What follows belongs to an exercise in optimizing a design on an open flow for small area, a short achievable clock period and few clock cycles per item; a production flow would make more cautious choices.
Where RTL was checked, it was by simulation tests only, not by an equivalence proof against the original.
For runs 1 and 2, only the layout was checked, not whether the RTL still works.
Power and IR drop assume default switching activity.

### flow/design.v
module isd_decode (
    input  wire         clk,
    input  wire         rst,
    input  wire         start,
    input  wire [5:0]   n_in,
    input  wire [4:0]   k_in,
    input  wire [5:0]   t_in,
    output wire         ready,
    input  wire         row_valid,
    input  wire [32:0]  row_in,       
    input  wire [7:0]   y_in,         
    output wire         row_ready,
    output reg          done,
    output reg  [2:0]   err,
    output reg  [32:0]  m_out
);
    localparam NMAX = 32;
    localparam KW   = 13;                      
    localparam LW   = 6;                       
    localparam HW   = KW - LW;                 
    localparam PW   = KW + 5;                  
    localparam [2:0] E_NONE     = 3'd0;
    localparam [2:0] E_PRECOND  = 3'd2;
    localparam [2:0] E_RANGE    = 3'd3;
    localparam [2:0] E_SENTINEL = 3'd5;
    reg st_idle, st_load, st_flush, st_rank, st_first;
    reg rdy_q, rrdy_q;
    reg [5:0] n_r;
    reg [4:0] k_r;
    reg [5:0] t_r;
    reg [4:0] rem;                             
    reg       rem1;                            
    reg       bad_r;                           
    reg          v_r;
    reg [32:0]   row_r;
    reg [7:0]    y_g;
    reg [5:0]    t_g;
    reg  [LW-1:0] key_lo [0:NMAX-1];
    reg  [HW-1:0] key_hi [0:NMAX-1];
    reg  [NMAX-1:0] key_cy;                    
    wire [KW-1:0] key_sum [0:NMAX-1];
    wire [NMAX-1:0] lo_cy;
    reg  [KW-1:0] bound;                       
    reg [NMAX-1:0] act;                        
    reg [5:0]      need;
    reg [4:0]      cnt_l, cnt_h;               
    reg [4:0]      pos;                        
    reg [NMAX-1:0] kb;                         
    reg [NMAX-1:0] kbn;                        
    assign ready     = rdy_q;
    assign row_ready = rrdy_q;
    wire take = st_load && row_valid;          
    wire [2:0] code = (t_r > n_r)                   ? E_PRECOND :
                      (n_r > NMAX || k_r > 5'd16)   ? E_RANGE   :
                                                      E_NONE;
    reg row_bad;
    integer b;
    always @(*) begin
        row_bad = 1'b0;
        for (b = 0; b <= NMAX; b = b + 1) begin
            if (b == n_r && !row_r[b])
                row_bad = 1'b1;
            if (b > n_r && row_r[b])
                row_bad = 1'b1;
        end
    end
    wire fault = (code != E_NONE) || bad_r || (v_r && row_bad);
    wire [8:0] a_one  = {y_g, 1'b0};
    wire [5:0] a_zero = t_g;
    genvar gc, gb;
    generate
        for (gc = 0; gc < NMAX; gc = gc + 1) begin : g_acc
            wire [KW-1:0] ad = row_r[gc] ? {4'd0, a_one} : {7'd0, a_zero};
            wire [KW-1:0] kv = {key_hi[gc], key_lo[gc]};
            wire [KW:0]   co;                  
            wire [KW-1:0] ci;                  
            for (gb = 0; gb < KW; gb = gb + 1) begin : g_bit
                if (gb == 0)
                    assign ci[gb] = 1'b0;
                else if (gb == LW)
                    assign ci[gb] = key_cy[gc];
                else
                    assign ci[gb] = co[gb];
                assign key_sum[gc][gb] = kv[gb] ^ ad[gb] ^ ci[gb];
                assign co[gb+1] = (kv[gb] & ad[gb]) | (ci[gb] & (kv[gb] ^ ad[gb]));
            end
            assign co[0] = 1'b0;
            assign lo_cy[gc] = co[LW];
        end
    endgenerate
    wire [8:0]    a_max    = (a_one > {3'd0, a_zero}) ? a_one : {3'd0, a_zero};
    wire [KW-1:0] bound_nx = bound + {4'd0, a_max};
    reg [4:0] pos0;
    integer q;
    always @(*) begin
        pos0 = 5'd4;
        for (q = 0; q < KW; q = q + 1)
            if (bound[q])
                pos0 = q + 5;
    end
    wire [4:0] fpos = st_first ? pos0 : pos;
    reg [NMAX-1:0] kbit_nx;
    integer c, p;
    always @(*) begin
        for (c = 0; c < NMAX; c = c + 1) begin
            kbit_nx[c] = 1'b0;
            for (p = 0; p < KW; p = p + 1)
                if (fpos == p + 5)
                    kbit_nx[c] = key_sum[c][p];
            for (p = 0; p < 5; p = p + 1)
                if (fpos == p)
                    kbit_nx[c] = ~c[p];
        end
    end
    wire [6:0] diff   = {1'b0, need} - {2'b0, cnt_l} - {2'b0, cnt_h};
    wire       d_eq   = (diff == 7'd0);
    wire       d_more = diff[6];               
    wire [NMAX-1:0] ones   = act & kb;
    wire [NMAX-1:0] sel_c1 = act & kb & kbn;
    wire [NMAX-1:0] sel_c0 = act & ~kb & kbn;
    wire [4:0] c1l, c0l, c1h, c0h;
    wire [15:0] c1l_in = sel_c1[15:0];
    wire pc1l_w1;
    wire pc1l_w2;
    wire pc1l_w3;
    wire pc1l_w4;
    wire pc1l_w5;
    wire pc1l_w6;
    wire pc1l_w7;
    wire pc1l_w8;
    wire pc1l_w9;
    wire pc1l_w10;
    wire pc1l_w11;
    wire pc1l_w12;
    wire pc1l_w13;
    wire pc1l_w14;
    wire pc1l_w15;
    wire pc1l_w16;
    wire pc1l_w17;
    wire pc1l_w18;
    wire pc1l_w19;
    wire pc1l_w20;
    wire pc1l_w21;
    wire pc1l_w22;
    wire pc1l_w23;
    wire pc1l_w24;
    wire pc1l_w25;
    wire pc1l_w26;
    wire pc1l_w27;
    wire pc1l_w28;
    wire pc1l_w29;
    wire pc1l_w30;
    wire pc1l_w31;
    wire pc1l_w32;
    wire pc1l_w33;
    wire pc1l_w34;
    wire pc1l_w35;
    wire pc1l_w36;
    assign pc1l_w1 = c1l_in[0] ^ c1l_in[1] ^ c1l_in[2];
    assign pc1l_w2 = (c1l_in[0] & c1l_in[1]) | (c1l_in[2] & (c1l_in[0] ^ c1l_in[1]));
    assign pc1l_w3 = c1l_in[3] ^ c1l_in[4] ^ c1l_in[5];
    assign pc1l_w4 = (c1l_in[3] & c1l_in[4]) | (c1l_in[5] & (c1l_in[3] ^ c1l_in[4]));
    assign pc1l_w5 = c1l_in[6] ^ c1l_in[7] ^ c1l_in[8];
    assign pc1l_w6 = (c1l_in[6] & c1l_in[7]) | (c1l_in[8] & (c1l_in[6] ^ c1l_in[7]));
    assign pc1l_w7 = c1l_in[9] ^ c1l_in[10] ^ c1l_in[11];
    assign pc1l_w8 = (c1l_in[9] & c1l_in[10]) | (c1l_in[11] & (c1l_in[9] ^ c1l_in[10]));
    assign pc1l_w9 = c1l_in[12] ^ c1l_in[13] ^ c1l_in[14];
    assign pc1l_w10 = (c1l_in[12] & c1l_in[13]) | (c1l_in[14] & (c1l_in[12] ^ c1l_in[13]));
    assign pc1l_w11 = pc1l_w1 ^ pc1l_w3 ^ pc1l_w5;
    assign pc1l_w12 = (pc1l_w1 & pc1l_w3) | (pc1l_w5 & (pc1l_w1 ^ pc1l_w3));
    assign pc1l_w13 = pc1l_w7 ^ pc1l_w9 ^ c1l_in[15];
    assign pc1l_w14 = (pc1l_w7 & pc1l_w9) | (c1l_in[15] & (pc1l_w7 ^ pc1l_w9));
    assign pc1l_w15 = pc1l_w2 ^ pc1l_w4 ^ pc1l_w6;
    assign pc1l_w16 = (pc1l_w2 & pc1l_w4) | (pc1l_w6 & (pc1l_w2 ^ pc1l_w4));
    assign pc1l_w17 = pc1l_w11 ^ pc1l_w13;
    assign pc1l_w18 = pc1l_w11 & pc1l_w13;
    assign pc1l_w19 = pc1l_w12 ^ pc1l_w14 ^ pc1l_w15;
    assign pc1l_w20 = (pc1l_w12 & pc1l_w14) | (pc1l_w15 & (pc1l_w12 ^ pc1l_w14));
    assign pc1l_w21 = pc1l_w18 ^ pc1l_w19 ^ pc1l_w8;
    assign pc1l_w22 = (pc1l_w18 & pc1l_w19) | (pc1l_w8 & (pc1l_w18 ^ pc1l_w19));
    assign pc1l_w23 = pc1l_w20 ^ pc1l_w16;
    assign pc1l_w24 = pc1l_w20 & pc1l_w16;
    assign pc1l_w25 = pc1l_w21 ^ pc1l_w10;
    assign pc1l_w26 = pc1l_w21 & pc1l_w10;
    assign pc1l_w27 = pc1l_w22 ^ pc1l_w23;
    assign pc1l_w28 = pc1l_w22 & pc1l_w23;
    assign pc1l_w29 = pc1l_w26 ^ pc1l_w27;
    assign pc1l_w30 = pc1l_w26 & pc1l_w27;
    assign pc1l_w31 = pc1l_w28 ^ pc1l_w24;
    assign pc1l_w32 = pc1l_w28 & pc1l_w24;
    assign pc1l_w33 = pc1l_w30 ^ pc1l_w31;
    assign pc1l_w34 = pc1l_w30 & pc1l_w31;
    assign pc1l_w35 = pc1l_w34 ^ pc1l_w32;
    assign pc1l_w36 = pc1l_w34 & pc1l_w32;
    assign c1l = {pc1l_w35, pc1l_w33, pc1l_w29, pc1l_w25, pc1l_w17};
    wire [15:0] c0l_in = sel_c0[15:0];
    wire pc0l_w1;
    wire pc0l_w2;
    wire pc0l_w3;
    wire pc0l_w4;
    wire pc0l_w5;
    wire pc0l_w6;
    wire pc0l_w7;
    wire pc0l_w8;
    wire pc0l_w9;
    wire pc0l_w10;
    wire pc0l_w11;
    wire pc0l_w12;
    wire pc0l_w13;
    wire pc0l_w14;
    wire pc0l_w15;
    wire pc0l_w16;
    wire pc0l_w17;
    wire pc0l_w18;
    wire pc0l_w19;
    wire pc0l_w20;
    wire pc0l_w21;
    wire pc0l_w22;
    wire pc0l_w23;
    wire pc0l_w24;
    wire pc0l_w25;
    wire pc0l_w26;
    wire pc0l_w27;
    wire pc0l_w28;
    wire pc0l_w29;
    wire pc0l_w30;
    wire pc0l_w31;
    wire pc0l_w32;
    wire pc0l_w33;
    wire pc0l_w34;
    wire pc0l_w35;
    wire pc0l_w36;
    assign pc0l_w1 = c0l_in[0] ^ c0l_in[1] ^ c0l_in[2];
    assign pc0l_w2 = (c0l_in[0] & c0l_in[1]) | (c0l_in[2] & (c0l_in[0] ^ c0l_in[1]));
    assign pc0l_w3 = c0l_in[3] ^ c0l_in[4] ^ c0l_in[5];
    assign pc0l_w4 = (c0l_in[3] & c0l_in[4]) | (c0l_in[5] & (c0l_in[3] ^ c0l_in[4]));
    assign pc0l_w5 = c0l_in[6] ^ c0l_in[7] ^ c0l_in[8];
    assign pc0l_w6 = (c0l_in[6] & c0l_in[7]) | (c0l_in[8] & (c0l_in[6] ^ c0l_in[7]));
    assign pc0l_w7 = c0l_in[9] ^ c0l_in[10] ^ c0l_in[11];
    assign pc0l_w8 = (c0l_in[9] & c0l_in[10]) | (c0l_in[11] & (c0l_in[9] ^ c0l_in[10]));
    assign pc0l_w9 = c0l_in[12] ^ c0l_in[13] ^ c0l_in[14];
    assign pc0l_w10 = (c0l_in[12] & c0l_in[13]) | (c0l_in[14] & (c0l_in[12] ^ c0l_in[13]));
    assign pc0l_w11 = pc0l_w1 ^ pc0l_w3 ^ pc0l_w5;
    assign pc0l_w12 = (pc0l_w1 & pc0l_w3) | (pc0l_w5 & (pc0l_w1 ^ pc0l_w3));
    assign pc0l_w13 = pc0l_w7 ^ pc0l_w9 ^ c0l_in[15];
    assign pc0l_w14 = (pc0l_w7 & pc0l_w9) | (c0l_in[15] & (pc0l_w7 ^ pc0l_w9));
    assign pc0l_w15 = pc0l_w2 ^ pc0l_w4 ^ pc0l_w6;
    assign pc0l_w16 = (pc0l_w2 & pc0l_w4) | (pc0l_w6 & (pc0l_w2 ^ pc0l_w4));
    assign pc0l_w17 = pc0l_w11 ^ pc0l_w13;
    assign pc0l_w18 = pc0l_w11 & pc0l_w13;
    assign pc0l_w19 = pc0l_w12 ^ pc0l_w14 ^ pc0l_w15;
    assign pc0l_w20 = (pc0l_w12 & pc0l_w14) | (pc0l_w15 & (pc0l_w12 ^ pc0l_w14));
    assign pc0l_w21 = pc0l_w18 ^ pc0l_w19 ^ pc0l_w8;
    assign pc0l_w22 = (pc0l_w18 & pc0l_w19) | (pc0l_w8 & (pc0l_w18 ^ pc0l_w19));
    assign pc0l_w23 = pc0l_w20 ^ pc0l_w16;
    assign pc0l_w24 = pc0l_w20 & pc0l_w16;
    assign pc0l_w25 = pc0l_w21 ^ pc0l_w10;
    assign pc0l_w26 = pc0l_w21 & pc0l_w10;
    assign pc0l_w27 = pc0l_w22 ^ pc0l_w23;
    assign pc0l_w28 = pc0l_w22 & pc0l_w23;
    assign pc0l_w29 = pc0l_w26 ^ pc0l_w27;
    assign pc0l_w30 = pc0l_w26 & pc0l_w27;
    assign pc0l_w31 = pc0l_w28 ^ pc0l_w24;
    assign pc0l_w32 = pc0l_w28 & pc0l_w24;
    assign pc0l_w33 = pc0l_w30 ^ pc0l_w31;
    assign pc0l_w34 = pc0l_w30 & pc0l_w31;
    assign pc0l_w35 = pc0l_w34 ^ pc0l_w32;
    assign pc0l_w36 = pc0l_w34 & pc0l_w32;
    assign c0l = {pc0l_w35, pc0l_w33, pc0l_w29, pc0l_w25, pc0l_w17};
    wire [15:0] c1h_in = sel_c1[31:16];
    wire pc1h_w1;
    wire pc1h_w2;
    wire pc1h_w3;
    wire pc1h_w4;
    wire pc1h_w5;
    wire pc1h_w6;
    wire pc1h_w7;
    wire pc1h_w8;
    wire pc1h_w9;
    wire pc1h_w10;
    wire pc1h_w11;
    wire pc1h_w12;
    wire pc1h_w13;
    wire pc1h_w14;
    wire pc1h_w15;
    wire pc1h_w16;
    wire pc1h_w17;
    wire pc1h_w18;
    wire pc1h_w19;
    wire pc1h_w20;
    wire pc1h_w21;
    wire pc1h_w22;
    wire pc1h_w23;
    wire pc1h_w24;
    wire pc1h_w25;
    wire pc1h_w26;
    wire pc1h_w27;
    wire pc1h_w28;
    wire pc1h_w29;
    wire pc1h_w30;
    wire pc1h_w31;
    wire pc1h_w32;
    wire pc1h_w33;
    wire pc1h_w34;
    wire pc1h_w35;
    wire pc1h_w36;
    assign pc1h_w1 = c1h_in[0] ^ c1h_in[1] ^ c1h_in[2];
    assign pc1h_w2 = (c1h_in[0] & c1h_in[1]) | (c1h_in[2] & (c1h_in[0] ^ c1h_in[1]));
    assign pc1h_w3 = c1h_in[3] ^ c1h_in[4] ^ c1h_in[5];
    assign pc1h_w4 = (c1h_in[3] & c1h_in[4]) | (c1h_in[5] & (c1h_in[3] ^ c1h_in[4]));
    assign pc1h_w5 = c1h_in[6] ^ c1h_in[7] ^ c1h_in[8];
    assign pc1h_w6 = (c1h_in[6] & c1h_in[7]) | (c1h_in[8] & (c1h_in[6] ^ c1h_in[7]));
    assign pc1h_w7 = c1h_in[9] ^ c1h_in[10] ^ c1h_in[11];
    assign pc1h_w8 = (c1h_in[9] & c1h_in[10]) | (c1h_in[11] & (c1h_in[9] ^ c1h_in[10]));
    assign pc1h_w9 = c1h_in[12] ^ c1h_in[13] ^ c1h_in[14];
    assign pc1h_w10 = (c1h_in[12] & c1h_in[13]) | (c1h_in[14] & (c1h_in[12] ^ c1h_in[13]));
    assign pc1h_w11 = pc1h_w1 ^ pc1h_w3 ^ pc1h_w5;
    assign pc1h_w12 = (pc1h_w1 & pc1h_w3) | (pc1h_w5 & (pc1h_w1 ^ pc1h_w3));
    assign pc1h_w13 = pc1h_w7 ^ pc1h_w9 ^ c1h_in[15];
    assign pc1h_w14 = (pc1h_w7 & pc1h_w9) | (c1h_in[15] & (pc1h_w7 ^ pc1h_w9));
    assign pc1h_w15 = pc1h_w2 ^ pc1h_w4 ^ pc1h_w6;
    assign pc1h_w16 = (pc1h_w2 & pc1h_w4) | (pc1h_w6 & (pc1h_w2 ^ pc1h_w4));
    assign pc1h_w17 = pc1h_w11 ^ pc1h_w13;
    assign pc1h_w18 = pc1h_w11 & pc1h_w13;
    assign pc1h_w19 = pc1h_w12 ^ pc1h_w14 ^ pc1h_w15;
    assign pc1h_w20 = (pc1h_w12 & pc1h_w14) | (pc1h_w15 & (pc1h_w12 ^ pc1h_w14));
    assign pc1h_w21 = pc1h_w18 ^ pc1h_w19 ^ pc1h_w8;
    assign pc1h_w22 = (pc1h_w18 & pc1h_w19) | (pc1h_w8 & (pc1h_w18 ^ pc1h_w19));
    assign pc1h_w23 = pc1h_w20 ^ pc1h_w16;
    assign pc1h_w24 = pc1h_w20 & pc1h_w16;
    assign pc1h_w25 = pc1h_w21 ^ pc1h_w10;
    assign pc1h_w26 = pc1h_w21 & pc1h_w10;
    assign pc1h_w27 = pc1h_w22 ^ pc1h_w23;
    assign pc1h_w28 = pc1h_w22 & pc1h_w23;
    assign pc1h_w29 = pc1h_w26 ^ pc1h_w27;
    assign pc1h_w30 = pc1h_w26 & pc1h_w27;
    assign pc1h_w31 = pc1h_w28 ^ pc1h_w24;
    assign pc1h_w32 = pc1h_w28 & pc1h_w24;
    assign pc1h_w33 = pc1h_w30 ^ pc1h_w31;
    assign pc1h_w34 = pc1h_w30 & pc1h_w31;
    assign pc1h_w35 = pc1h_w34 ^ pc1h_w32;
    assign pc1h_w36 = pc1h_w34 & pc1h_w32;
    assign c1h = {pc1h_w35, pc1h_w33, pc1h_w29, pc1h_w25, pc1h_w17};
    wire [15:0] c0h_in = sel_c0[31:16];
    wire pc0h_w1;
    wire pc0h_w2;
    wire pc0h_w3;
    wire pc0h_w4;
    wire pc0h_w5;
    wire pc0h_w6;
    wire pc0h_w7;
    wire pc0h_w8;
    wire pc0h_w9;
    wire pc0h_w10;
    wire pc0h_w11;
    wire pc0h_w12;
    wire pc0h_w13;
    wire pc0h_w14;
    wire pc0h_w15;
    wire pc0h_w16;
    wire pc0h_w17;
    wire pc0h_w18;
    wire pc0h_w19;
    wire pc0h_w20;
    wire pc0h_w21;
    wire pc0h_w22;
    wire pc0h_w23;
    wire pc0h_w24;
    wire pc0h_w25;
    wire pc0h_w26;
    wire pc0h_w27;
    wire pc0h_w28;
    wire pc0h_w29;
    wire pc0h_w30;
    wire pc0h_w31;
    wire pc0h_w32;
    wire pc0h_w33;
    wire pc0h_w34;
    wire pc0h_w35;
    wire pc0h_w36;
    assign pc0h_w1 = c0h_in[0] ^ c0h_in[1] ^ c0h_in[2];
    assign pc0h_w2 = (c0h_in[0] & c0h_in[1]) | (c0h_in[2] & (c0h_in[0] ^ c0h_in[1]));
    assign pc0h_w3 = c0h_in[3] ^ c0h_in[4] ^ c0h_in[5];
    assign pc0h_w4 = (c0h_in[3] & c0h_in[4]) | (c0h_in[5] & (c0h_in[3] ^ c0h_in[4]));
    assign pc0h_w5 = c0h_in[6] ^ c0h_in[7] ^ c0h_in[8];
    assign pc0h_w6 = (c0h_in[6] & c0h_in[7]) | (c0h_in[8] & (c0h_in[6] ^ c0h_in[7]));
    assign pc0h_w7 = c0h_in[9] ^ c0h_in[10] ^ c0h_in[11];
    assign pc0h_w8 = (c0h_in[9] & c0h_in[10]) | (c0h_in[11] & (c0h_in[9] ^ c0h_in[10]));
    assign pc0h_w9 = c0h_in[12] ^ c0h_in[13] ^ c0h_in[14];
    assign pc0h_w10 = (c0h_in[12] & c0h_in[13]) | (c0h_in[14] & (c0h_in[12] ^ c0h_in[13]));
    assign pc0h_w11 = pc0h_w1 ^ pc0h_w3 ^ pc0h_w5;
    assign pc0h_w12 = (pc0h_w1 & pc0h_w3) | (pc0h_w5 & (pc0h_w1 ^ pc0h_w3));
    assign pc0h_w13 = pc0h_w7 ^ pc0h_w9 ^ c0h_in[15];
    assign pc0h_w14 = (pc0h_w7 & pc0h_w9) | (c0h_in[15] & (pc0h_w7 ^ pc0h_w9));
    assign pc0h_w15 = pc0h_w2 ^ pc0h_w4 ^ pc0h_w6;
    assign pc0h_w16 = (pc0h_w2 & pc0h_w4) | (pc0h_w6 & (pc0h_w2 ^ pc0h_w4));
    assign pc0h_w17 = pc0h_w11 ^ pc0h_w13;
    assign pc0h_w18 = pc0h_w11 & pc0h_w13;
    assign pc0h_w19 = pc0h_w12 ^ pc0h_w14 ^ pc0h_w15;
    assign pc0h_w20 = (pc0h_w12 & pc0h_w14) | (pc0h_w15 & (pc0h_w12 ^ pc0h_w14));
    assign pc0h_w21 = pc0h_w18 ^ pc0h_w19 ^ pc0h_w8;
    assign pc0h_w22 = (pc0h_w18 & pc0h_w19) | (pc0h_w8 & (pc0h_w18 ^ pc0h_w19));
    assign pc0h_w23 = pc0h_w20 ^ pc0h_w16;
    assign pc0h_w24 = pc0h_w20 & pc0h_w16;
    assign pc0h_w25 = pc0h_w21 ^ pc0h_w10;
    assign pc0h_w26 = pc0h_w21 & pc0h_w10;
    assign pc0h_w27 = pc0h_w22 ^ pc0h_w23;
    assign pc0h_w28 = pc0h_w22 & pc0h_w23;
    assign pc0h_w29 = pc0h_w26 ^ pc0h_w27;
    assign pc0h_w30 = pc0h_w26 & pc0h_w27;
    assign pc0h_w31 = pc0h_w28 ^ pc0h_w24;
    assign pc0h_w32 = pc0h_w28 & pc0h_w24;
    assign pc0h_w33 = pc0h_w30 ^ pc0h_w31;
    assign pc0h_w34 = pc0h_w30 & pc0h_w31;
    assign pc0h_w35 = pc0h_w34 ^ pc0h_w32;
    assign pc0h_w36 = pc0h_w34 & pc0h_w32;
    assign c0h = {pc0h_w35, pc0h_w33, pc0h_w29, pc0h_w25, pc0h_w17};
    reg [NMAX-1:0] below_n;
    reg [32:0]     at_n;
    integer mi;
    always @(*) begin
        for (mi = 0; mi < NMAX; mi = mi + 1)
            below_n[mi] = (mi < n_r);
        for (mi = 0; mi <= NMAX; mi = mi + 1)
            at_n[mi] = (mi == n_r);
    end
    wire fin_flush = st_flush && (fault || t_r == 6'd0 || t_r == n_r);
    wire fin_rank  = st_rank && d_eq;
    wire nx_idle   = (st_idle && !start) || fin_flush || fin_rank;
    wire nx_load   = (st_idle && start && k_in != 5'd0) || (st_load && !(row_valid && rem1));
    always @(posedge clk) begin
        if (rst) begin
            st_idle  <= 1'b1;
            rdy_q    <= 1'b1;
            st_load  <= 1'b0;
            rrdy_q   <= 1'b0;
            st_flush <= 1'b0;
            st_rank  <= 1'b0;
            st_first <= 1'b0;
            done     <= 1'b0;
            v_r      <= 1'b0;
        end else begin
            st_idle  <= nx_idle;
            rdy_q    <= nx_idle;
            st_load  <= nx_load;
            rrdy_q   <= nx_load;
            st_flush <= (st_idle && start && k_in == 5'd0) || (take && rem1);
            st_rank  <= (st_flush && !fin_flush) || (st_rank && !d_eq);
            st_first <= st_flush && !fin_flush;
            done     <= fin_flush || fin_rank;
            v_r      <= take;
        end
    end
    integer j;
    always @(posedge clk) begin
        row_r <= row_in;
        y_g   <= take ? y_in : 8'd0;
        t_g   <= take ? t_r  : 6'd0;
        for (j = 0; j < NMAX; j = j + 1) begin
            key_lo[j] <= st_idle ? {LW{1'b0}} : key_sum[j][LW-1:0];
            key_hi[j] <= st_idle ? {HW{1'b0}} : key_sum[j][KW-1:LW];
        end
        key_cy <= st_idle ? {NMAX{1'b0}} : lo_cy;
        bound  <= st_idle ? {KW{1'b0}} : bound_nx;
        if (st_idle && start) begin
            n_r   <= n_in;
            k_r   <= k_in;
            t_r   <= t_in;
            rem   <= k_in;
            rem1  <= (k_in == 5'd1);
            bad_r <= 1'b0;
        end else begin
            if (take) begin
                rem  <= rem - 5'd1;
                rem1 <= (rem == 5'd2);
            end
            if (v_r && row_bad)
                bad_r <= 1'b1;
        end
        kb   <= kbn;
        kbn  <= kbit_nx;
        pos  <= (fpos == 5'd0) ? 5'd31 : fpos - 5'd1;
        if (st_flush) begin
            act  <= below_n;
            need <= t_r;
            cnt_l <= 5'd0;
            cnt_h <= 5'd0;
            kb   <= {NMAX{1'b0}};
            kbn  <= {NMAX{1'b0}};
            if (fault) begin
                err   <= (code != E_NONE) ? code : E_SENTINEL;
                m_out <= 33'd0;
            end else begin
                err   <= E_NONE;
                m_out <= at_n | ((t_r == n_r) ? {1'b0, below_n} : 33'd0);
            end
        end
        if (st_rank) begin
            if (!d_more)
                m_out <= m_out | {1'b0, ones};
            if (d_more) begin
                act   <= ones;
                cnt_l <= c1l;
                cnt_h <= c1h;
            end else begin
                act   <= act & ~kb;
                need  <= diff[5:0];
                cnt_l <= c0l;
                cnt_h <= c0h;
            end
        end
    end
endmodule
### flow/run.sh
#!/bin/bash
# synth_recipe.tcl (not shown) runs the flow's synth.tcl, then flattens the netlist and writes it again
# the make line also repeats each setting of config.mk as NAME=value (left out here)
make -C /OpenROAD-flow-scripts/flow DESIGN_CONFIG=/design/flow/config.mk WORK_HOME=/design/flow/orfs CLKGATE_MAP_FILE= SYNTH_SCRIPT=/design/flow/synth_recipe.tcl finish
### flow/config.mk
export PLATFORM = sky130hd
export DESIGN_NAME = isd_decode
export DESIGN_NICKNAME = isd_decode
export VERILOG_FILES = /design/flow/design.v
export SDC_FILE = /design/flow/constraint.sdc
export NUM_CORES = 4
export LEC_CHECK = 0
export CAP_MARGIN = 20
export CORE_MARGIN = 2
export CORE_UTILIZATION = 60
export CTS_CLUSTER_DIAMETER = 100
export CTS_CLUSTER_SIZE = 30
export SLEW_MARGIN = 20
### flow/constraint.sdc
create_clock -name core_clock -period 15.0 [get_ports {clk}]
set_input_delay 3.0000 -clock core_clock [delete_from_list [all_inputs] [get_ports {clk}]]
set_output_delay 3.0000 -clock core_clock [all_outputs]
set_load 0.01 [all_outputs]
==> flow_summary.json, run 1 <==
{
  "grt_first_pass_wirelength_um": 196000,
  "crit_fanout": 19,
  "clock_sinks": 692,
  "pwr_density_cell_nw_per_um2": 114,
  "synth_simple_gate_area_share_pct": 16.4,
  "share_of_the_synthesized_netlist_area_taken_by_xor_and_xnor_gates_pct": 1.93,
  "die_y_um": 257,
  "area.growth.synth_to_final_pct": 7.17,
  "mappedNetlistNets": 4542,
  "via_density": 6.28,
  "fp.dieArea_um2": 66300,
  "critical_path.max_stage_delay_ns": 0.80,
  "max_slew_margin_pct": 18.3,
  "ctsLongestPathBuffers": 3,
  "unrepaired_setup_endpoints_after_global_routing": "false",
  "synth_compound_gate_area_share_pct": 12.5,
  "synthCells": 3987,
  "core_region_area_um2": 63300,
  "hpwlAfterDp_um": 93700,
  "finalSetupViolations": 0,
  "worst_setup_path_start_kind": "register",
  "post_synth_num_cell_types": 95,
  "commonest_non_fill_non_tap_cell_in_the_layout": "sky130_fd_sc_hd__dfxtp_1",
  "pin_count": 101,
  "io_buffer_count": 100,
  "worst-r2r-setup-slack_ns": 9.24,
  "ffs_w_async_s_r_synth_pct": 0,
  "finish.net_count": 4493,
  "critical-path-top-cell-by-count": "sky130_fd_sc_hd__o21ai_0",
  "first_pass_iteration_count_of_the_detailed_router": 6,
  "synth_fa_ha_area_share_pct": 22.0,
  "wirelength_um": 131000,
  "post_synth_instance_area_um2": 38500,
  "global_route_total_usage_across_every_layer_pct": 39.7,
  "pin_count_of_the_biggest_net_entering_global_routing": 199,
  "cts.root.buffer_cell": "sky130_fd_sc_hd__clkbuf_16",
  "first_iter_violations": 3370,
  "cp_data_arrival_time_ns": 6.23,
  "cts-hold-fix-buffers": 0,
  "maxCapViolCount": 0,
  "num_vias": 30200,
  "worstSkewPairLatency_ns": 0.62,
  "main_combinational_cell_family_by_area_after_synthesis": "adder cells",
  "timing.hold.ws_ns": 0.499,
  "totalNegativeSetupSlack_ns": 0,
  "post_route_cells_drive_above_1_share_pct": 5.07,
  "setup.worst_path.class": "register to register",
  "num_rows": 92,
  "place.gp.congestion": 0.936,
  "synth_edf_count": 69,
  "initial_utilization_pct": 60.9,
  "cts.repair.resized": 0,
  "postSynthRegisterBits": 692,
  "synth_warnings": 3,
  "clock_transition_at_path_regs_ns": 0.12,
  "required_time_worst_endpoint_ns": 15.47,
  "h-tree-depth": 2,
  "fmax_ghz": 0.174,
  "path_cells": "clkinv_1, ha_1, a21oi_1, nor2b_1, o21ai_0, nand2b_1, a21oi_1, o21ai_0, o21ai_0, fa_1, a21o_1, a21oi_1, o21bai_1, a2111oi_0, or3_1, o21ai_0, xnor2_1, nor2_1",
  "initial_antenna_violation_count": 6,
  "die_width_um": 257,
  "syn-mean-instance-area_um2": 9.66,
  "detail_route.wl_per_cell_um": 27.3,
  "worst_hold_path_type": "register to register",
  "postRouteAntennaNets": 0,
  "clock-skew-final_ns": 0.0399,
  "crit_path_end_kind": "register",
  "post-route-min-period_ns": 5.76,
  "min_period_over_period_pct": 38.4,
  "post-route-util_pct": 65.2,
  "synth-seq-area-share_pct": 37.7,
  "cts_tree": "yes",
  "power.leakage_nw": 16.7,
  "post_synth_mux_area_share_pct": 3.14,
  "layout.cells.most_common_list": "sky130_fd_sc_hd__dfxtp_1 (619), sky130_fd_sc_hd__nor2_1 (413), sky130_fd_sc_hd__inv_1 (331)",
  "residual_drc_count": 0,
  "status": "finished clean",
  "postCtsSetupRepairBufs": 0,
  "hold_viol": 0,
  "synth_ff_type": "sky130_fd_sc_hd__dfxtp_1",
  "cts_buffers": 35,
  "final-max-slew-violation-count": 0,
  "tightest_slew_ns": 1.22,
  "timing.critical_path.slowest_stage_cell": "sky130_fd_sc_hd__clkinv_1",
  "grt_remaining_overflow": 0,
  "worst_ir_drop_vdd_v": 0.000180,
  "vias_in_the_first_global_route": 30300
}
[power breakdown]
group	leakage (nW)	switching, mW	internal (mW)
logic	10.4	0.941	0.464
clock network	0.590	0.705	0.505
registers	5.69	0.117	1.97
[registers in the layout (all words and copies together), names as in the netlist, 13 cells and up]
name,flops
kbn,32
key_hi,224
bound,13
kb,32
key_lo,192
act,32
row_r,33
m_out,33
key_cy,32
[final timing paths]
kind,startpoint,end,cells past startpoint
setup reg to reg,t_g[2]$_SDFF_PN0_,bound[10]$_SDFF_PP0_,18
hold / removal,kbn[2]$_SDFF_PP0_,kb[2]$_SDFF_PP0_,1
hold reg to reg,kbn[2]$_SDFF_PP0_,kb[2]$_SDFF_PP0_,1
setup / recovery,t_g[2]$_SDFF_PN0_,bound[10]$_SDFF_PP0_,18
[per-stage QoR]
step                cells  setup WS [ns]  area, um2  total power [mW]
floorplan            3987          10.96      38500              2.93
global placement     4747           9.48      40100              3.44
detailed placement   4747           9.33      40100              3.47
CTS                  4807           9.32      41300              4.65
global route         4807           8.61      41300              4.87
finish               4810           9.24      41300              4.70
[layout make-up]
cell class | instances | area (um2)
sequential | 692 | 14600
timing repair buffer | 179 | 1610
fill | 5194 | 22000
multi-input combinational | 2695 | 21600
antenna | 3 | 7.51
tap | 846 | 1060
clock buffer | 39 | 933
inverter | 335 | 1260
clock inverter | 21 | 279
[cells in the mapped netlist, types with 69 or more instances]
cell,number,share of area (%)
sky130_fd_sc_hd__nand2_1,248,2.4
sky130_fd_sc_hd__dfxtp_1,623,32
sky130_fd_sc_hd__inv_1,331,3.2
sky130_fd_sc_hd__nor2b_1,302,4.9
sky130_fd_sc_hd__ha_1,183,5.9
sky130_fd_sc_hd__o21ai_0,191,2.5
sky130_fd_sc_hd__a21oi_1,157,2.0
sky130_fd_sc_hd__fa_1,310,16
sky130_fd_sc_hd__clkbuf_1,199,1.9
sky130_fd_sc_hd__and2_1,85,1.4
sky130_fd_sc_hd__xnor2_1,75,1.7
sky130_fd_sc_hd__edfxtp_1,69,5.4
sky130_fd_sc_hd__mux2i_1,121,3.1
sky130_fd_sc_hd__nor2_1,419,4.1
[metal layers]
metal	wire length, um	GRT usage, %
met1	52000	52.8
met4	8320	21.3
met3	14700	10.9
met2	56400	59.2
met5	55	0
[cells by family after synthesis]
family / count (synthesis)
simple gates: 1272
fa+ha+maj: 493
xor+xnor: 85
compound gates: 724
flops: 692
buf+inv: 600
mux: 121
[critical path: cells and delay by family (launching register included)]
kind            cells  cell delay (ns)
simple gates        4             0.46
buf+inv             1             0.80
xor+xnor            1             0.16
fa+ha+maj           2             1.08
compound gates     10             2.30
flops               1             0.79
==> run 2: changes to the inputs <==
--- a/flow/design.v
+++ b/flow/design.v
@@ -25,3 +25,4 @@
     localparam [2:0] E_SENTINEL = 3'd5;
-    reg st_idle, st_load, st_flush, st_rank, st_first;
+    reg st_idle, st_load, st_flush, st_rank;
+    reg st_clr;                                
     reg rdy_q, rrdy_q;
@@ -37,2 +38,3 @@
     reg [5:0]    t_g;
+    reg [8:0]    mx_g;                         
     reg  [LW-1:0] key_lo [0:NMAX-1];
@@ -90,4 +92,3 @@
     endgenerate
-    wire [8:0]    a_max    = (a_one > {3'd0, a_zero}) ? a_one : {3'd0, a_zero};
-    wire [KW-1:0] bound_nx = bound + {4'd0, a_max};
+    wire [KW-1:0] bound_nx = bound + {4'd0, mx_g};
     reg [4:0] pos0;
@@ -97,6 +98,5 @@
         for (q = 0; q < KW; q = q + 1)
-            if (bound[q])
+            if (bound_nx[q])
                 pos0 = q + 5;
     end
-    wire [4:0] fpos = st_first ? pos0 : pos;
     reg [NMAX-1:0] kbit_nx;
@@ -107,6 +107,6 @@
             for (p = 0; p < KW; p = p + 1)
-                if (fpos == p + 5)
+                if (pos == p + 5)
                     kbit_nx[c] = key_sum[c][p];
             for (p = 0; p < 5; p = p + 1)
-                if (fpos == p)
+                if (pos == p)
                     kbit_nx[c] = ~c[p];
@@ -438,3 +438,3 @@
             st_rank  <= 1'b0;
-            st_first <= 1'b0;
+            st_clr   <= 1'b0;
             done     <= 1'b0;
@@ -448,3 +448,3 @@
             st_rank  <= (st_flush && !fin_flush) || (st_rank && !d_eq);
-            st_first <= st_flush && !fin_flush;
+            st_clr   <= st_idle && start;
             done     <= fin_flush || fin_rank;
@@ -458,8 +458,9 @@
         t_g   <= take ? t_r  : 6'd0;
+        mx_g  <= !take ? 9'd0 : ({y_in, 1'b0} > {3'd0, t_r}) ? {y_in, 1'b0} : {3'd0, t_r};
         for (j = 0; j < NMAX; j = j + 1) begin
-            key_lo[j] <= st_idle ? {LW{1'b0}} : key_sum[j][LW-1:0];
-            key_hi[j] <= st_idle ? {HW{1'b0}} : key_sum[j][KW-1:LW];
+            key_lo[j] <= st_clr ? {LW{1'b0}} : key_sum[j][LW-1:0];
+            key_hi[j] <= st_clr ? {HW{1'b0}} : key_sum[j][KW-1:LW];
         end
-        key_cy <= st_idle ? {NMAX{1'b0}} : lo_cy;
-        bound  <= st_idle ? {KW{1'b0}} : bound_nx;
+        key_cy <= st_clr ? {NMAX{1'b0}} : lo_cy;
+        bound  <= st_clr ? {KW{1'b0}} : bound_nx;
         if (st_idle && start) begin
@@ -481,3 +482,3 @@
         kbn  <= kbit_nx;
-        pos  <= (fpos == 5'd0) ? 5'd31 : fpos - 5'd1;
+        pos  <= (pos == 5'd0) ? 5'd31 : pos - 5'd1;
         if (st_flush) begin
@@ -489,2 +490,3 @@
             kbn  <= {NMAX{1'b0}};
+            pos  <= pos0;
             if (fault) begin
==> flow/flow/run.sh (new file) <==
#!/bin/bash
# Layout flow: the standard flow (standard.sh, unchanged), with the port
# buffers that buffer_ports inserts made of sky130_fd_sc_hd__buf_2 cells
# instead of the cell it picks by default. The whole output of the flow goes
# to flow_stdout.log; each ORFS step keeps its own log under orfs/logs/.
set -euo pipefail
export BUFFER_PORTS_ARGS="-buffer_cell sky130_fd_sc_hd__buf_2"
bash standard.sh > flow_stdout.log 2>&1
==> flow/standard.sh (new file) <==
#!/bin/bash
# synth_recipe.tcl (not shown) runs the flow's synth.tcl, then flattens the netlist and writes it again
# the make line also repeats each setting of config.mk as NAME=value (left out here)
make -C /OpenROAD-flow-scripts/flow DESIGN_CONFIG=/design/flow/config.mk WORK_HOME=/design/flow/orfs CLKGATE_MAP_FILE= SYNTH_SCRIPT=/design/flow/synth_recipe.tcl "${@:-finish}"
--- a/flow/config.mk
+++ b/flow/config.mk
@@ -11,3 +11,3 @@
 export CTS_CLUSTER_DIAMETER = 100
-export CTS_CLUSTER_SIZE = 30
+export CTS_CLUSTER_SIZE = 20
 export SLEW_MARGIN = 20
removed: flow/run.sh
==> run 2 against run 1 <==
  * Largest cell class unchanged
  * Wire length down 5.8%
  * Worst hold slack worse by 0.013 ns
  * Final cell count down 1.1%
  * Global-route usage down 2.0 points
==> flow_summary.json, run 2 <==
{
  "status": "finished clean",
  "synthCells": 3918,
  "switching_power_mw": 2.10,
  "worst_setup_path_start_kind": "register",
  "p_int_mw": 3.54,
  "h-tree-depth": 2,
  "cts_tree": "yes",
  "pin_count": 101,
  "core_region_area_um2": 63300,
  "share_clk_of_total_power_pct": 21.2,
  "post_synth_instance_area_um2": 38500,
  "synthTopCellsByArea": "sky130_fd_sc_hd__dfxtp_1 (33%), sky130_fd_sc_hd__fa_1 (16%), sky130_fd_sc_hd__ha_1 (5.9%)",
  "final_cell_count_no_fill": 4756,
  "cts.repair.resized": 0,
  "pwr_density_cell_nw_per_um2": 138,
  "swShare_pct": 37.2,
  "synth_warnings": 3,
  "synth.most_common_cell": "sky130_fd_sc_hd__dfxtp_1",
  "largest_register_ff_count": 224,
  "die_width_um": 257,
  "synth_ff_type": "sky130_fd_sc_hd__dfxtp_1",
  "yosysTopAreaCellShare_pct": 32.9,
  "synth_common_cells": "sky130_fd_sc_hd__dfxtp_1 (632), sky130_fd_sc_hd__nor2_1 (375), sky130_fd_sc_hd__inv_1 (335), sky130_fd_sc_hd__nor2b_1 (334), sky130_fd_sc_hd__fa_1 (310)",
  "first_iter_violations": 2814,
  "fmax_ghz": 0.215,
  "cts_buffers": 41,
  "cts.root.buffer_cell": "sky130_fd_sc_hd__clkbuf_16",
  "grt_remaining_overflow": 0,
  "timing.critical_path.buf_inv": 2,
  "power.leakage_nw": 17.8,
  "finalSetupViolations": 0,
  "vias_in_the_first_global_route": 30000,
  "post_synth_num_cell_types": 75,
  "placed_cells_incl_taps": 4695,
  "wirelength_um": 124000,
  "ffs_w_async_s_r_synth_pct": 0,
  "total_power_mw": 5.64,
  "worstSkewPairLatency_ns": 0.61,
  "most_flop_heavy_register": "key_hi",
  "via_density": 6.19,
  "die_y_um": 257,
  "fp.dieArea_um2": 66200,
  "final_design_area_no_fill_um2": 41000,
  "crit_path_end_kind": "register",
  "post_route_cells_drive_above_1_share_pct": 8.24,
  "unrepaired_setup_endpoints_after_global_routing": "false",
  "power.sequential.fraction_pct": 44.4,
  "io_buffer_count": 100,
  "area.growth.synth_to_final_pct": 6.45,
  "mappedNetlistNets": 4473,
  "nFillCells": 5166,
  "largest_registers": "key_hi: 224 flops, key_lo: 192 flops",
  "hold_viol": 0,
  "cts-hold-fix-buffers": 0,
  "num_rows": 92,
  "critical-path-top-cell-by-count": "sky130_fd_sc_hd__fa_1",
  "first_pass_iteration_count_of_the_detailed_router": 6,
  "cp_data_arrival_time_ns": 5.12,
  "path_delay_family": "adder cells",
  "postPlaceCellArea_um2": 39800,
  "required_time_worst_endpoint_ns": 15.46,
  "initial_utilization_pct": 60.8,
  "global_route_total_usage_across_every_layer_pct": 37.7,
  "finish.net_count": 4447,
  "synth_area_leader_cell": "sky130_fd_sc_hd__dfxtp_1",
  "commonest_non_fill_non_tap_cell_in_the_layout": "sky130_fd_sc_hd__dfxtp_1",
  "clock_transition_at_path_regs_ns": 0.09,
  "num_vias": 29400,
  "initial_antenna_violation_count": 5,
  "timing.critical_path.slowest_stage_cell": "sky130_fd_sc_hd__o31ai_1",
  "post-route-util_pct": 64.8,
  "place.gp.congestion": 0.949,
  "postSynthRegisterBits": 701,
  "totalNegativeSetupSlack_ns": 0,
  "clock-skew-final_ns": 0.0180,
  "ctsLongestPathBuffers": 3,
  "max_slew_margin_pct": 20.8,
  "share_comb_of_total_power_pct": 34.4,
  "crit_fanout": 32,
  "residual_drc_count": 0,
  "critical_path.max_stage_delay_ns": 0.47,
  "grt_first_pass_wirelength_um": 188000,
  "min_period_over_period_pct": 31.1,
  "synth_edf_count": 69,
  "path_cells": "buf_4, nor2b_1, ha_1, inv_1, fa_1, fa_1, fa_1, fa_1, fa_1, o21ai_0, o22ai_1, a21oi_1, a211oi_1, o31ai_1",
  "postCtsSetupRepairBufs": 0,
  "pin_count_of_the_biggest_net_entering_global_routing": 226,
  "tightest_slew_ns": 1.18,
  "final-max-slew-violation-count": 0,
  "layout.cells.most_common_list": "sky130_fd_sc_hd__dfxtp_1 (629), sky130_fd_sc_hd__nor2_1 (371), sky130_fd_sc_hd__inv_1 (334), sky130_fd_sc_hd__nor2b_1 (334), sky130_fd_sc_hd__fa_1 (310)",
  "worst_hold_path_type": "register to register",
  "maxCapViolCount": 0,
  "syn-mean-instance-area_um2": 9.83,
  "setup.worst_path.class": "register to register",
  "postRouteAntennaNets": 0,
  "detail_route.wl_per_cell_um": 26.1,
  "synth-seq-area-share_pct": 38.2,
  "post-route-min-period_ns": 4.66,
  "worst_ir_drop_vdd_v": 0.0000907,
  "clock_sinks": 701,
  "hpwlAfterDp_um": 86200
}
==> run 2: kinds of logic (layout without fill, tap and decap cells) <==
family	count (synthesis)	count (layout)	share of synthesized area, %
AND/OR/NAND/NOR	1183	1183	15.8
flip-flops	701	701	38.2
AO/OA/AOI/OAI	690	690	11.4
buffers and inverters	593	582	5.93
adder cells (fa/ha/maj)	493	493	22.1
multiplexers	174	174	4.71
XOR/XNOR	84	84	1.91
other	0	3	0
==> run 2: path summary, 6_finish.rpt <==
kind	start	endpoint	slack, ns	cells after the start
worst min-delay path	kbn[22]$_SDFF_PP0_	kb[22]$_SDFF_PP0_	0.49	1
worst max register to register	t_g[0]$_SDFF_PN0_	kbn[25]$_SDFF_PP0_	10.34	14
worst max-delay path	t_g[0]$_SDFF_PN0_	kbn[25]$_SDFF_PP0_	10.34	14
worst min register to register	kbn[22]$_SDFF_PP0_	kb[22]$_SDFF_PP0_	0.49	1
==> run 2: power groups by stage <==
stage | clock, mW | sequential (mW) | combinational, mW
3_3_place_gp | 0 | 2.53 | 1.82
3_5_place_dp | 0 | 2.55 | 1.88
4_1_cts | 1.21 | 2.50 | 1.90
5_1_grt | 1.27 | 2.55 | 2.15
2_1_floorplan | 0 | 2.44 | 1.31
6_report | 1.19 | 2.51 | 1.94
==> run 2: cell type report <==
| type | count | area [um2] | area share [%] |
|---|---|---|---|
| Multi-Input combinational cell | 2624 | 21600 | 52.7 |
| Sequential cell | 701 | 14700 | 35.9 |
| Inverter | 337 | 1260 | 3.09 |
| Timing Repair Buffer | 187 | 1170 | 2.84 |
| Clock buffer | 55 | 1140 | 2.79 |
| Tap cell | 846 | 1060 | 2.58 |
| Clock inverter | 3 | 26.3 | 0.0641 |
| Antenna cell | 3 | 7.51 | 0.0183 |
==> run 2: stage by stage <==
step	setup WS, ns	hold WS (ns)
floorplan	10.42	0.452
global placement	10.07	0.459
detailed placement	10.10	0.468
CTS	10.46	0.488
global route	10.10	0.498
finish	10.34	0.486
==> run 2: layer usage <==
layer	global-route usage [%]	vias to the layer above	share of wire [%]
li1	-	13000	-
met1	51.3	14800	41
met2	55.3	1386	43
met3	11.7	274	11
met4	17.0	2	5.2
met5	0	-	0.010
==> run 3: changes to the inputs <==
--- a/flow/design.v
+++ b/flow/design.v
@@ -29,3 +29,3 @@
     reg [5:0] n_r;
-    reg [4:0] k_r;
+    reg       k_big;                           
     reg [5:0] t_r;
@@ -55,3 +55,3 @@
     wire [2:0] code = (t_r > n_r)                   ? E_PRECOND :
-                      (n_r > NMAX || k_r > 5'd16)   ? E_RANGE   :
+                      (n_r > NMAX || k_big)   ? E_RANGE   :
                                                       E_NONE;
@@ -106,3 +106,6 @@
             kbit_nx[c] = 1'b0;
-            for (p = 0; p < KW; p = p + 1)
+            for (p = 0; p < LW; p = p + 1)
+                if (pos == p + 5)
+                    kbit_nx[c] = key_lo[c][p];
+            for (p = LW; p < KW; p = p + 1)
                 if (pos == p + 5)
@@ -430,2 +433,4 @@
     wire nx_load   = (st_idle && start && k_in != 5'd0) || (st_load && !(row_valid && rem1));
+    wire nx_flush  = (st_idle && start && k_in == 5'd0) || (take && rem1);
+    wire nx_rank   = (st_flush && !fin_flush) || (st_rank && !d_eq);
     always @(posedge clk) begin
@@ -443,7 +448,7 @@
             st_idle  <= nx_idle;
-            rdy_q    <= nx_idle;
+            rdy_q    <= nx_idle || nx_rank;
             st_load  <= nx_load;
-            rrdy_q   <= nx_load;
-            st_flush <= (st_idle && start && k_in == 5'd0) || (take && rem1);
-            st_rank  <= (st_flush && !fin_flush) || (st_rank && !d_eq);
+            rrdy_q   <= nx_load || nx_flush;
+            st_flush <= nx_flush;
+            st_rank  <= nx_rank;
             st_clr   <= st_idle && start;
@@ -467,3 +472,3 @@
             n_r   <= n_in;
-            k_r   <= k_in;
+            k_big <= (k_in > 5'd16);
             t_r   <= t_in;
==> run 3 against run 2 <==
  * Still clean on timing, DRC and antenna
  * Global-route usage down 0.47 points
  * Synthesized cell count fell by 0.97%
  * Worst setup slack gained 0.21 ns
  * Combinational power down 9.8%
  * Critical path type unchanged
==> flow_summary.json, run 3 <==
{
  "pin_count": 101,
  "power.sequential.fraction_pct": 46.5,
  "initial_antenna_violation_count": 3,
  "tightest_slew_ns": 1.16,
  "worst_setup_path_start_kind": "register",
  "clock_transition_at_path_regs_ns": 0.09,
  "timing.hold.ws_ns": 0.480,
  "pwr_density_cell_nw_per_um2": 133,
  "synthTopCellsByArea": "sky130_fd_sc_hd__dfxtp_1 (33%), sky130_fd_sc_hd__fa_1 (16%), sky130_fd_sc_hd__nor2b_1 (6.3%)",
  "dp_worst_setup_slack_ns": 10.01,
  "place.gp.congestion": 0.955,
  "status": "finished clean",
  "worstSkewPairLatency_ns": 0.62,
  "die_width_um": 258,
  "regToRegStartpoint": "pos[0]$_DFF_P_",
  "max_slew_margin_pct": 22.4,
  "die_y_um": 258,
  "synth_edf_count": 65,
  "largest_register_ff_count": 224,
  "worst-r2r-setup-slack_ns": 10.55,
  "clock-skew-final_ns": 0.0307,
  "ctsLongestPathBuffers": 3,
  "total_power_mw": 5.45,
  "hold_depth": 1,
  "area.growth.synth_to_final_pct": 6.17,
  "io_buffer_count": 100,
  "cp_data_arrival_time_ns": 4.92,
  "synth.most_common_cell": "sky130_fd_sc_hd__dfxtp_1",
  "crit_path_end_kind": "register",
  "worst_hold_path_type": "register to register",
  "via_density": 6.16,
  "global_route_total_usage_across_every_layer_pct": 37.2,
  "p_int_mw": 3.43,
  "detail_route.wl_per_cell_um": 26.1,
  "min-delay-start": "kbn[11]$_SDFF_PP0_",
  "finalSetupViolations": 0,
  "hold_viol": 0,
  "required_time_worst_endpoint_ns": 15.47,
  "hpwlAfterDp_um": 87300,
  "swShare_pct": 37.2,
  "maxCapViolCount": 0,
  "cts_tree": "yes",
  "finish.net_count": 4392,
  "pin_count_of_the_biggest_net_entering_global_routing": 207,
  "clock_sinks": 699,
  "post-route-util_pct": 64.1,
  "setup_slack_ns": 10.55,
  "num_vias": 29000,
  "timing.rr.end": "kbn[12]$_SDFF_PP0_",
  "synth_ff_type": "sky130_fd_sc_hd__dfxtp_1",
  "syn-mean-instance-area_um2": 9.96,
  "wirelength_um": 123000,
  "cts.root.buffer_cell": "sky130_fd_sc_hd__clkbuf_16",
  "crit_fanout": 42,
  "vias_in_the_first_global_route": 29600,
  "grt_first_pass_wirelength_um": 186000,
  "core_region_area_um2": 64000,
  "post_route_cells_drive_above_1_share_pct": 10.1,
  "hold-path-endpoint": "kb[11]$_SDFF_PP0_",
  "h-tree-depth": 2,
  "yosysTopAreaCellShare_pct": 32.9,
  "first_pass_iteration_count_of_the_detailed_router": 6,
  "timing.critical_path.slowest_stage_cell": "sky130_fd_sc_hd__a2111oi_0",
  "layout.cells.most_common_list": "sky130_fd_sc_hd__dfxtp_1 (626), sky130_fd_sc_hd__nor2b_1 (389), sky130_fd_sc_hd__inv_1 (316)",
  "post_synth_instance_area_um2": 38600,
  "fmax_ghz": 0.225,
  "path_delay_family": "compound AO/OA/AOI/OAI gates",
  "synth_area_leader_cell": "sky130_fd_sc_hd__dfxtp_1",
  "worst_ir_drop_vdd_v": 0.0000879,
  "final-max-slew-violation-count": 0,
  "postSynthRegisterBits": 699,
  "post-route-min-period_ns": 4.45,
  "largest_registers": "key_hi: 224 flops, key_lo: 192 flops",
  "synth_warnings": 3,
  "min_period_over_period_pct": 29.7,
  "synth-seq-area-share_pct": 37.9,
  "cts-hold-fix-buffers": 0,
  "power.leakage_nw": 18.2,
  "fp.dieArea_um2": 66400,
  "residual_drc_count": 0,
  "unrepaired_setup_endpoints_after_global_routing": "false",
  "first_iter_violations": 3104,
  "mappedNetlistNets": 4435,
  "nFillCells": 5244,
  "share_clk_of_total_power_pct": 21.5,
  "timing.critical_path.buf_inv": 2,
  "cts_buffers": 41,
  "commonest_non_fill_non_tap_cell_in_the_layout": "sky130_fd_sc_hd__dfxtp_1",
  "synthCells": 3880,
  "switching_power_mw": 2.03,
  "cts.repair.resized": 0,
  "path_cells": "ha_1, buf_4, nor2b_1, nand3b_1, buf_4, o211a_1, a2111oi_0, o21ai_0, a2111oi_0, nor3_1",
  "post_synth_num_cell_types": 81,
  "most_flop_heavy_register": "key_hi",
  "synth_common_cells": "sky130_fd_sc_hd__dfxtp_1 (634), sky130_fd_sc_hd__nor2b_1 (389), sky130_fd_sc_hd__inv_1 (316), sky130_fd_sc_hd__nor2_1 (315), sky130_fd_sc_hd__fa_1 (310)",
  "critical_path.max_stage_delay_ns": 0.93,
  "ffs_w_async_s_r_synth_pct": 0,
  "totalNegativeSetupSlack_ns": 0,
  "setup.worst_path.class": "register to register",
  "num_rows": 93,
  "postCtsSetupRepairBufs": 0,
  "share_comb_of_total_power_pct": 32.0,
  "rr_worst_depth": 10,
  "grt_remaining_overflow": 0,
  "initial_utilization_pct": 60.4,
  "postRouteAntennaNets": 0
}
## run 3: cell count changes in the layout (fill, tap and decap cells not counted), moves of 22 or more
cell / delta
sky130_fd_sc_hd__a21oi_1: -35
sky130_fd_sc_hd__a22oi_1: +42
sky130_fd_sc_hd__a31oi_1: +22
sky130_fd_sc_hd__a32oi_1: -33
sky130_fd_sc_hd__mux2_2: +43
sky130_fd_sc_hd__mux2i_1: -46
sky130_fd_sc_hd__nor2_1: -62
sky130_fd_sc_hd__nor2b_1: +55
sky130_fd_sc_hd__o211ai_1: +25
sky130_fd_sc_hd__o21ai_0: -43
sky130_fd_sc_hd__o22ai_2: +30
## run 3: layout make-up
class	count	area, um2	area share [%]
Multi-Input combinational cell	2605	21900	53.4
Sequential cell	699	14700	35.7
Inverter	318	1190	2.91
Clock buffer	53	1100	2.69
Tap cell	855	1070	2.61
Timing Repair Buffer	172	1070	2.60
Clock inverter	3	33.8	0.0824
Antenna cell	1	2.50	0.00610
## run 3: worst reg2reg max path, stage by stage, from the launching register on
cell	delay (ns)
sky130_fd_sc_hd__dfxtp_1	0.43
sky130_fd_sc_hd__ha_1	0.18
sky130_fd_sc_hd__buf_4	0.31
sky130_fd_sc_hd__nor2b_1	0.67
sky130_fd_sc_hd__nand3b_1	0.16
sky130_fd_sc_hd__buf_4	0.34
sky130_fd_sc_hd__o211a_1	0.40
sky130_fd_sc_hd__a2111oi_0	0.93
sky130_fd_sc_hd__o21ai_0	0.27
sky130_fd_sc_hd__a2111oi_0	0.50
sky130_fd_sc_hd__nor3_1	0.12
## run 3: power groups by stage
| stage | registers [mW] | clock network (mW) | logic, mW |
|---|---|---|---|
| 6_report | 2.53 | 1.17 | 1.75 |
| 4_1_cts | 2.53 | 1.19 | 1.70 |
| 2_1_floorplan | 2.47 | 0 | 1.12 |
| 3_5_place_dp | 2.57 | 0 | 1.68 |
| 3_3_place_gp | 2.55 | 0 | 1.62 |
| 5_1_grt | 2.58 | 1.25 | 1.91 |
## run 3: metal layers
layer | wire, um | GRT usage, % | share of wire (%)
met5 | 25 | 0 | 0.020
met4 | 4620 | 12.7 | 3.8
met3 | 12700 | 10.3 | 10
met2 | 53700 | 55.6 | 44
met1 | 51900 | 52.3 | 42
## run 3: worst max-delay path by stage
stage	startpoint	endpoint	slack (ns)	depth (start not counted)
CTS	y_in[2]	mx_g[4]$_SDFF_PN0_	10.63	9
global placement	y_in[2]	mx_g[2]$_SDFF_PN0_	10.04	9
floorplan	y_in[2]	mx_g[1]$_SDFF_PN0_	10.37	8
finish	pos[0]$_DFF_P_	kbn[12]$_SDFF_PP0_	10.55	10
detailed placement	y_in[2]	mx_g[3]$_SDFF_PN0_	10.01	9
global route	y_in[3]	mx_g[4]$_SDFF_PN0_	10.50	9
## run 3: through the flow
step                      area [um2]  cells
after detailed placement       39900   4649
after global placement         39800   4648
after global routing           41000   4706
after floorplan                38600   3880
final                          41000   4706
after CTS                      41000   4705
## run 3: cells by family (layout without fill, tap and decap cells)
| family | Yosys count | in the layout | synth area share [%] |
|---|---|---|---|
| other cells | 0 | 1 | 0 |
| mux | 171 | 171 | 4.76 |
| simple gates | 1207 | 1207 | 16.2 |
| xor+xnor | 80 | 80 | 1.81 |
| compound gates | 653 | 653 | 11.5 |
| buf+inv | 576 | 546 | 5.75 |
| flops | 699 | 699 | 37.9 |
| fa+ha+maj | 494 | 494 | 22.0 |
Testbench counts of run 3, summed over its fixed seeds: cycles 17,340, items 960.
==> run 4: changes to the inputs <==
--- a/flow/design.v
+++ b/flow/design.v
@@ -38,3 +38,3 @@
     reg [5:0]    t_g;
-    reg [8:0]    mx_g;                         
+    reg          gt_g;                         
     reg  [LW-1:0] key_lo [0:NMAX-1];
@@ -45,2 +45,3 @@
     reg  [KW-1:0] bound;                       
+    reg  [KW-1:0] lbound;                      
     reg [NMAX-1:0] act;                        
@@ -51,2 +52,3 @@
     reg [NMAX-1:0] kbn;                        
+    reg            kb_ix, kbn_ix;              
     assign ready     = rdy_q;
@@ -92,3 +94,7 @@
     endgenerate
-    wire [KW-1:0] bound_nx = bound + {4'd0, mx_g};
+    wire [8:0]    mx_g      = gt_g ? a_one : {3'd0, a_zero};    
+    wire [8:0]    mn_g      = gt_g ? {3'd0, a_zero} : a_one;    
+    wire [KW-1:0] bound_nx  = bound + {4'd0, mx_g};
+    wire [KW-1:0] lbound_nx = lbound + {4'd0, mn_g};
+    wire [KW-1:0] bdiff     = bound_nx ^ lbound_nx;
     reg [4:0] pos0;
@@ -98,3 +104,3 @@
         for (q = 0; q < KW; q = q + 1)
-            if (bound_nx[q])
+            if (bdiff[q])
                 pos0 = q + 5;
@@ -121,2 +127,13 @@
     wire [NMAX-1:0] ones   = act & kb;
+    reg  [NMAX-1:0] act_lo;
+    reg             seen;
+    integer li;
+    always @(*) begin
+        seen = 1'b0;
+        for (li = 0; li < NMAX; li = li + 1) begin
+            act_lo[li] = act[li] && !seen;
+            seen = seen || act[li];
+        end
+    end
+    wire pick_lo = kb_ix && (need == 6'd1);
     wire [NMAX-1:0] sel_c1 = act & kb & kbn;
@@ -430,3 +447,3 @@
     wire fin_flush = st_flush && (fault || t_r == 6'd0 || t_r == n_r);
-    wire fin_rank  = st_rank && d_eq;
+    wire fin_rank  = st_rank && (d_eq || pick_lo);
     wire nx_idle   = (st_idle && !start) || fin_flush || fin_rank;
@@ -434,3 +451,3 @@
     wire nx_flush  = (st_idle && start && k_in == 5'd0) || (take && rem1);
-    wire nx_rank   = (st_flush && !fin_flush) || (st_rank && !d_eq);
+    wire nx_rank   = (st_flush && !fin_flush) || (st_rank && !fin_rank);
     always @(posedge clk) begin
@@ -463,3 +480,3 @@
         t_g   <= take ? t_r  : 6'd0;
-        mx_g  <= !take ? 9'd0 : ({y_in, 1'b0} > {3'd0, t_r}) ? {y_in, 1'b0} : {3'd0, t_r};
+        gt_g  <= ({y_in, 1'b0} > {3'd0, t_r});
         for (j = 0; j < NMAX; j = j + 1) begin
@@ -470,2 +487,3 @@
         bound  <= st_clr ? {KW{1'b0}} : bound_nx;
+        lbound <= st_clr ? {KW{1'b0}} : lbound_nx;
         if (st_idle && start) begin
@@ -485,4 +503,6 @@
         end
-        kb   <= kbn;
-        kbn  <= kbit_nx;
+        kb     <= kbn;
+        kbn    <= kbit_nx;
+        kb_ix  <= kbn_ix;
+        kbn_ix <= (pos <= 5'd4);
         pos  <= (pos == 5'd0) ? 5'd31 : pos - 5'd1;
@@ -495,2 +515,4 @@
             kbn  <= {NMAX{1'b0}};
+            kb_ix  <= 1'b0;
+            kbn_ix <= 1'b0;
             pos  <= pos0;
@@ -505,3 +527,5 @@
         if (st_rank) begin
-            if (!d_more)
+            if (pick_lo)
+                m_out <= m_out | {1'b0, act_lo};
+            else if (!d_more)
                 m_out <= m_out | {1'b0, ones};
==> run 4 against run 3 <==
  * Clock power is essentially flat
  * Wire length grew 7.4%
  * Synthesized area grew 4.2%
  * Via count grew 8.3%
  * Combinational power grew 15%
  * Flip-flop and latch count grew 7
  * Clock-buffer cell count grew 1
  * Final cell count grew 5.4%
  * Register-to-register slack lost 0.03 ns
  * Maximum frequency shrank 0.64%
  * Design area grew 4.0%
==> flow_summary.json, run 4 <==
{
  "global_route_total_usage_across_every_layer_pct": 37.9,
  "postCtsSetupRepairBufs": 0,
  "vias_in_the_first_global_route": 31800,
  "post-route-min-period_ns": 4.48,
  "path_cells": "and3_1, fa_1, inv_1, fa_1, fa_1, fa_1, inv_1, fa_1, ha_1, fa_1, mux2i_1, nor2_1",
  "critical_path.max_stage_delay_ns": 0.57,
  "core_region_area_um2": 66100,
  "fmax_ghz": 0.223,
  "timing.critical_path.slowest_stage_cell": "sky130_fd_sc_hd__fa_1",
  "first_iter_violations": 3497,
  "pin_count_of_the_biggest_net_entering_global_routing": 237,
  "final_cell_count_no_fill": 4962,
  "ffs_w_async_s_r_synth_pct": 0,
  "critical-path-top-cell-by-count": "sky130_fd_sc_hd__fa_1",
  "min_period_over_period_pct": 29.9,
  "worst-r2r-setup-slack_ns": 10.52,
  "area.growth.synth_to_final_pct": 6.01,
  "cts.repair.resized": 0,
  "detail_route.wl_per_cell_um": 26.6,
  "mappedNetlistNets": 4697,
  "totalNegativeSetupSlack_ns": 0,
  "post_route_cells_drive_above_1_share_pct": 9.16,
  "synth_ff_type": "sky130_fd_sc_hd__dfxtp_1",
  "grt_first_pass_wirelength_um": 199000,
  "unrepaired_setup_endpoints_after_global_routing": "false",
  "largest_registers": "key_hi: 224 flops, key_lo: 192 flops",
  "hold_viol": 0,
  "hpwlAfterDp_um": 93400,
  "crit_fanout": 9,
  "postSynthRegisterBits": 706,
  "required_time_worst_endpoint_ns": 15.36,
  "timing.rr.end": "cnt_h[3]$_SDFFCE_PN0P_",
  "post-route-util_pct": 64.6,
  "final-max-slew-violation-count": 0,
  "commonest_non_fill_non_tap_cell_in_the_layout": "sky130_fd_sc_hd__dfxtp_1",
  "num_vias": 31400,
  "synth-seq-area-share_pct": 36.7,
  "initial_utilization_pct": 60.9,
  "postRouteAntennaNets": 0,
  "finalSetupViolations": 0,
  "maxCapViolCount": 0,
  "fp.dieArea_um2": 69200,
  "pwr_density_cell_nw_per_um2": 136,
  "worst_hold_path_type": "register to register",
  "nFillCells": 5412,
  "setup.worst_path.class": "register to register",
  "crit_path_end_kind": "register",
  "wirelength_um": 132000,
  "h-tree-depth": 2,
  "hold-path-endpoint": "m_out[1]$_DFF_P_",
  "via_density": 6.33,
  "tightest_slew_ns": 1.38,
  "first_pass_iteration_count_of_the_detailed_router": 8,
  "finish.net_count": 4644,
  "synth.most_common_cell": "sky130_fd_sc_hd__dfxtp_1",
  "cts_tree": "yes",
  "post_synth_num_cell_types": 84,
  "syn-mean-instance-area_um2": 9.74,
  "die_width_um": 263,
  "synth_edf_count": 65,
  "clock_sinks": 706,
  "worstSkewPairLatency_ns": 0.63,
  "clock-skew-final_ns": 0.0258,
  "yosysTopAreaCellShare_pct": 31.9,
  "synth_common_cells": "sky130_fd_sc_hd__dfxtp_1 (641), sky130_fd_sc_hd__nor2b_1 (413), sky130_fd_sc_hd__nor2_1 (343), sky130_fd_sc_hd__fa_1 (311), sky130_fd_sc_hd__inv_1 (311)",
  "synthTopCellsByArea": "sky130_fd_sc_hd__dfxtp_1 (32%), sky130_fd_sc_hd__fa_1 (15%), sky130_fd_sc_hd__nor2b_1 (6.4%)",
  "clock_transition_at_path_regs_ns": 0.09,
  "worst_setup_path_start_kind": "register",
  "pin_count": 101,
  "cts.root.buffer_cell": "sky130_fd_sc_hd__clkbuf_16",
  "initial_antenna_violation_count": 11,
  "layout.cells.most_common_list": "sky130_fd_sc_hd__dfxtp_1 (637), sky130_fd_sc_hd__nor2b_1 (413), sky130_fd_sc_hd__nor2_1 (343)",
  "max_slew_margin_pct": 8.02,
  "num_rows": 94,
  "ctsLongestPathBuffers": 3,
  "synth_area_leader_cell": "sky130_fd_sc_hd__dfxtp_1",
  "io_buffer_count": 100,
  "placed_cells_incl_taps": 4899,
  "synth_warnings": 3,
  "die_y_um": 263,
  "timing.critical_path.from": "act[16]$_DFFE_PP_",
  "largest_register_ff_count": 224,
  "power.leakage_nw": 18.9,
  "post_synth_instance_area_um2": 40200,
  "cts-hold-fix-buffers": 0,
  "status": "finished clean",
  "worst_ir_drop_vdd_v": 0.0000967,
  "synthCells": 4132,
  "place.gp.congestion": 0.970,
  "residual_drc_count": 0,
  "cp_data_arrival_time_ns": 4.83,
  "rr_worst_depth": 12,
  "min-delay-start": "m_out[1]$_DFF_P_",
  "cts_buffers": 41,
  "regToRegStartpoint": "act[16]$_DFFE_PP_",
  "most_flop_heavy_register": "key_hi",
  "hold_depth": 2,
  "grt_remaining_overflow": 0
}
==> run 4: cell types whose count changed after synthesis, sizes merged, moves of 18 or more <==
cell / previous run / this run
a31oi: 54 / 24
nand2: 192 / 219
nor2: 315 / 343
nor2b: 389 / 413
o21ai: 98 / 149
o22ai: 54 / 36
==> run 4: layout make-up <==
cell class / instances / area, um2 / share of cell area, %
Antenna cell: 5 / 12.5 / 0.0293
Clock buffer: 54 / 1140 / 2.67
Clock inverter: 3 / 22.5 / 0.0528
Inverter: 314 / 1180 / 2.76
Multi-Input combinational cell: 2836 / 23300 / 54.7
Sequential cell: 706 / 14800 / 34.7
Tap cell: 864 / 1080 / 2.53
Timing Repair Buffer: 180 / 1120 / 2.63
==> run 4: worst max-delay path, delay by kind of cell (launching register included) <==
| kind | cells | cell delay (ns) |
|---|---|---|
| adder cells (fa/ha/maj) | 7 | 3.04 |
| multiplexers | 1 | 0.14 |
| flip-flops | 1 | 0.53 |
| buffers and inverters | 2 | 0.20 |
| AND/OR/NAND/NOR | 2 | 0.31 |
==> run 4: layer usage <==
metal / vias up / routed length, um / GRT usage, % / part of all wire, %
li1: 13700 / - / - / -
met1: 15700 / 55200 / 53.9 / 42
met2: 1654 / 57000 / 56.3 / 43
met3: 274 / 13900 / 8.34 / 11
met4: 4 / 5820 / 15.5 / 4.4
met5: - / 27 / 0 / 0.020
==> run 4: logic make-up after synthesis <==
family / after synthesis / share of synthesized area (%)
AOI/OAI and AO/OA: 740 / 12.0
xor gates and xnor gates: 107 / 2.40
adders and majority gates: 503 / 21.4
buffers and inverters: 590 / 5.58
DFF: 706 / 36.7
muxes: 190 / 5.06
and+or+nand+nor: 1296 / 16.8
==> run 4: worst max path at each step <==
| stage | end | slack, ns |
|---|---|---|
| 5_1_grt | cnt_h[3]$_SDFFCE_PN0P_ | 10.35 |
| 4_1_cts | cnt_h[3]$_SDFFCE_PN0P_ | 10.51 |
| 3_5_place_dp | cnt_h[3]$_SDFFCE_PN0P_ | 10.52 |
| 6_report | cnt_h[3]$_SDFFCE_PN0P_ | 10.52 |
| 3_3_place_gp | cnt_h[3]$_SDFFCE_PN0P_ | 10.57 |
| 2_1_floorplan | cnt_h[3]$_SDFFCE_PN0P_ | 10.79 |
==> run 4: power breakdown <==
group	total, mW	switching, mW	internal, mW	leakage [nW]
combinational	2.01	1.24	0.776	12.5
clock	1.20	0.663	0.534	0.567
sequential	2.59	0.305	2.29	5.86
total	5.81	2.21	3.60	18.9
==> run 4: metrics by stage <==
stage	worst slack (ns)	total power [mW]	hold slack (ns)	instance area (um2)
detailed placement	10.52	4.59	0.462	41500
global route	10.35	6.11	0.490	42700
finish	10.52	5.81	0.475	42700
global placement	10.57	4.50	0.457	41500
CTS	10.51	5.77	0.478	42600
floorplan	10.79	3.82	0.414	40200
Testbench counts of run 4, summed over its fixed seeds: cycles 16,324, items 960.
